This design comes from an exercise in tuning for small area on the open sky130 flow, not from production work.
The RTL was checked by simulation tests, not by an equivalence proof against the original design.
The flow treats the clock pin as an ideal source, which a real chip does not have.
Power is estimated from default activity; no workload was simulated.

## main
==> flow/design.v (excerpt) <==
module psx_snapshot_block (
    input  wire        clk,
    input  wire        rst,
    input  wire [13:0] pins,
    input  wire        rd_start,
    output wire        rd_busy,
    output wire        rd_valid,
    output wire [63:0] rd_data,
    input  wire        st_valid,
    input  wire [2:0]  st_code,
    output wire        indicator,
    output wire [31:0] seq_dbg
);
Size in the first run: about 350 cells after synthesis, about 85 flip-flops, about 120 I/O pins.
==> module psx_annunciator, before the edit <==
module psx_annunciator (
    input  wire       clk,
    input  wire       rst,
    input  wire       tick,
    input  wire       st_valid,
    input  wire [2:0] st_code,
    output wire       indicator
);
    localparam [2:0] S_IDLE = 3'd0, S_READY = 3'd1, S_POLLING = 3'd2,
                     S_CONFIG = 3'd3, S_ERROR = 3'd4;
    reg  [2:0] status;
    reg  [5:0] m;
    reg  [2:0] u;
    reg  [2:0] k;
    wire set_change = st_valid && (st_code <= S_ERROR) && (st_code != status);
    wire m_end  = m[5] & m[4] & m[0];                  
    wire blinky = (status == S_POLLING) || (status == S_CONFIG);
    wire paused = k[2] & (k[1] | ~status[0]);          
    wire u_hit  = (status == S_READY) ? (u[1] & u[0]) :    
                  (status == S_ERROR) ? 1'b1 :             
                  !blinky             ? 1'b0 :             
                  paused              ? (u[2] & u[0])      
                                      : u[0];              
    wire fire = tick & m_end & u_hit;
    always @(posedge clk) begin
        if (rst | set_change | (tick & m_end))
            m <= 6'd0;
        else if (tick)
            m <= m + 6'd1;
        if (rst | set_change | fire)
            u <= 3'd0;
        else if (tick & m_end)
            u <= u + 3'd1;
        if (rst | set_change)
            k <= 3'd0;
        else if (fire)
            k <= (blinky & paused) ? 3'd1 : k + 3'd1;
    end
    always @(posedge clk) begin
        if (rst)
            status <= S_IDLE;
        else if (set_change)
            status <= st_code;
    end
    assign indicator = k[0];
endmodule
clock: 10.0 ns
lec_check: 0
cap_margin: 20
core_margin: 2
core_utilization: 40
slew_margin: 20
standard.sh (not shown) runs the stock make flow with config.mk's settings and CLKGATE_MAP_FILE= SYNTH_SCRIPT=/design/flow/synth_recipe.tcl, a recipe that flattens the netlist after the stock synthesis.
==> flow/flow/run.sh <==
#!/bin/bash
# Own layout flow: the standard ORFS flow (standard.sh) with these changes:
#  - synthesis is the standard script (synth_recipe.tcl) with an area-oriented ABC
#    script for the combinational logic; registers are mapped exactly as in the
#    standard synthesis;
#  - the port buffers buffer_ports inserts are the smallest buffer, buf_1;
#  - tie cells are not duplicated per load;
#  - clock tree: no dummy loads; built from clkbuf_4, then the buffers whose
#    flip-flop clock pins would see a high slew are upsized (post_cts.tcl).
# Every tool's full output goes to the ORFS logs under orfs/logs and to
# own_flow.log in this folder.
set -euo pipefail
W=$(cd "$(dirname "$0")/.." && pwd)
F=$W/flow
cd "$W"
{
  printf 'proc abc {args} { set i [lsearch $args -script]; if {$i >= 0} { lset args [expr {$i+1}] %s }; yosys abc {*}$args }\n' "$F/abc_area.script"
  cat "$W/synth_recipe.tcl"
} > "$W/own_synth.tcl"
bash "$W/standard.sh" \
  SYNTH_SCRIPT="$W/own_synth.tcl" \
  BUFFER_PORTS_ARGS="-buffer_cell sky130_fd_sc_hd__buf_1" \
  SKIP_REPAIR_TIE_FANOUT=1 \
  CTS_ARGS="-sink_clustering_enable -repair_clock_nets -dont_use_dummy_load -buf_list sky130_fd_sc_hd__clkbuf_4" \
  POST_CTS_TCL="$F/post_cts.tcl" \
  finish > "$W/own_flow.log" 2>&1
==> flow/flow/abc_area.script <==
strash
ifraig
&get -n
&deepsyn -T 20
&put
strash
&get -n
&dch -f
&nf -R 1000
&put
topo
==> flow/flow/post_cts.tcl <==
estimate_parasitics -placement
set limit 0.112
set up {}
foreach pin [get_pins -hierarchical */CLK] {
  set worst 0
  foreach a {max min} { foreach e {rise fall} {
    set s [get_property $pin slew_${a}_$e]
    if {$s > $worst} { set worst $s }
  } }
  if {$worst > $limit} {
    set drv [get_pins -of_objects [get_nets -of_objects $pin] -filter "direction == output"]
    foreach d $drv {
      set inst [get_property $d full_name]
      set inst [string range $inst 0 [expr {[string last / $inst] - 1}]]
      if {[lsearch $up $inst] < 0} { lappend up $inst }
    }
  }
}
foreach inst $up {
  set c [get_cells $inst]
  set m [get_property $c ref_name]
  puts "post_cts: $inst ($m) drives a clock pin with slew over [expr {$limit * 1000}] ps"
  if {$m eq "sky130_fd_sc_hd__clkbuf_4"} {
    replace_cell $inst sky130_fd_sc_hd__clkbuf_8
  }
}
if {[llength $up]} {
  detailed_placement
  estimate_parasitics -placement
}
--- input diff main..the feature branch ---
diff --git a/flow/design.v b/flow/design.v
--- a/flow/design.v
+++ b/flow/design.v
@@ -105,15 +105,15 @@
                   !blinky             ? 1'b0 :             
                   paused              ? (u[2] & u[0])      
                                       : u[0];              
     wire fire = tick & m_end & u_hit;
     always @(posedge clk) begin
-        if (rst | set_change | (tick & m_end))
+        if (set_change | (tick & m_end))
             m <= 6'd0;
         else if (tick)
             m <= m + 6'd1;
-        if (rst | set_change | fire)
+        if (set_change | fire)
             u <= 3'd0;
         else if (tick & m_end)
             u <= u + 3'd1;
         if (rst | set_change)
             k <= 3'd0;
- Diff the feature branch and main: clock insertion delay at the later pin of the skew report higher in the feature branch
- Comparing the feature branch and main, count of cell types in the netlist is higher on the feature branch.
- Changes observed in the feature branch relative to main: part of the cycle the worst path needs grew by 0.32 points; part of the power in the clock network grew by 1.4 points; wire length grew by about 0.34%; worst setup slack shrank by 0.032 ns; minimum period implied by the final worst setup slack grew by 0.032 ns.
- On net switching power of the design, the feature branch does worse than main.

[what the ideal ports hide]
The flow's constraints put no driver on any port. The routed layouts listed below were extracted and timed again, unchanged, in two steps. Step 1, drivers: a clkbuf_16 drives clk and a buf_2 each remaining input, both assumed. Step 2 adds t to the input delays and takes it off the output delays; t is the mean of the earliest and latest rising clock arrival at the registers after step 1. Input paths then give back, and output paths get back, about the clock's delay inside the block. Three values: ideal ports, drivers, drivers and shift; two values: the first two.
| run | shift t [ns] | setup slack, ns | worst setup path after step 2 | worst slew at a driven data input, ns | cell pins on the clock port's net |
|---|---|---|---|---|---|
| main | 0.409 | 5.733 / 5.733 / 5.733 | register to register | 0.03 | 1 |
| the feature branch | 0.440 | 5.701 / 5.701 / 5.701 | register to register | 0.04 | 1 |
After both steps every run listed still meets setup and hold.
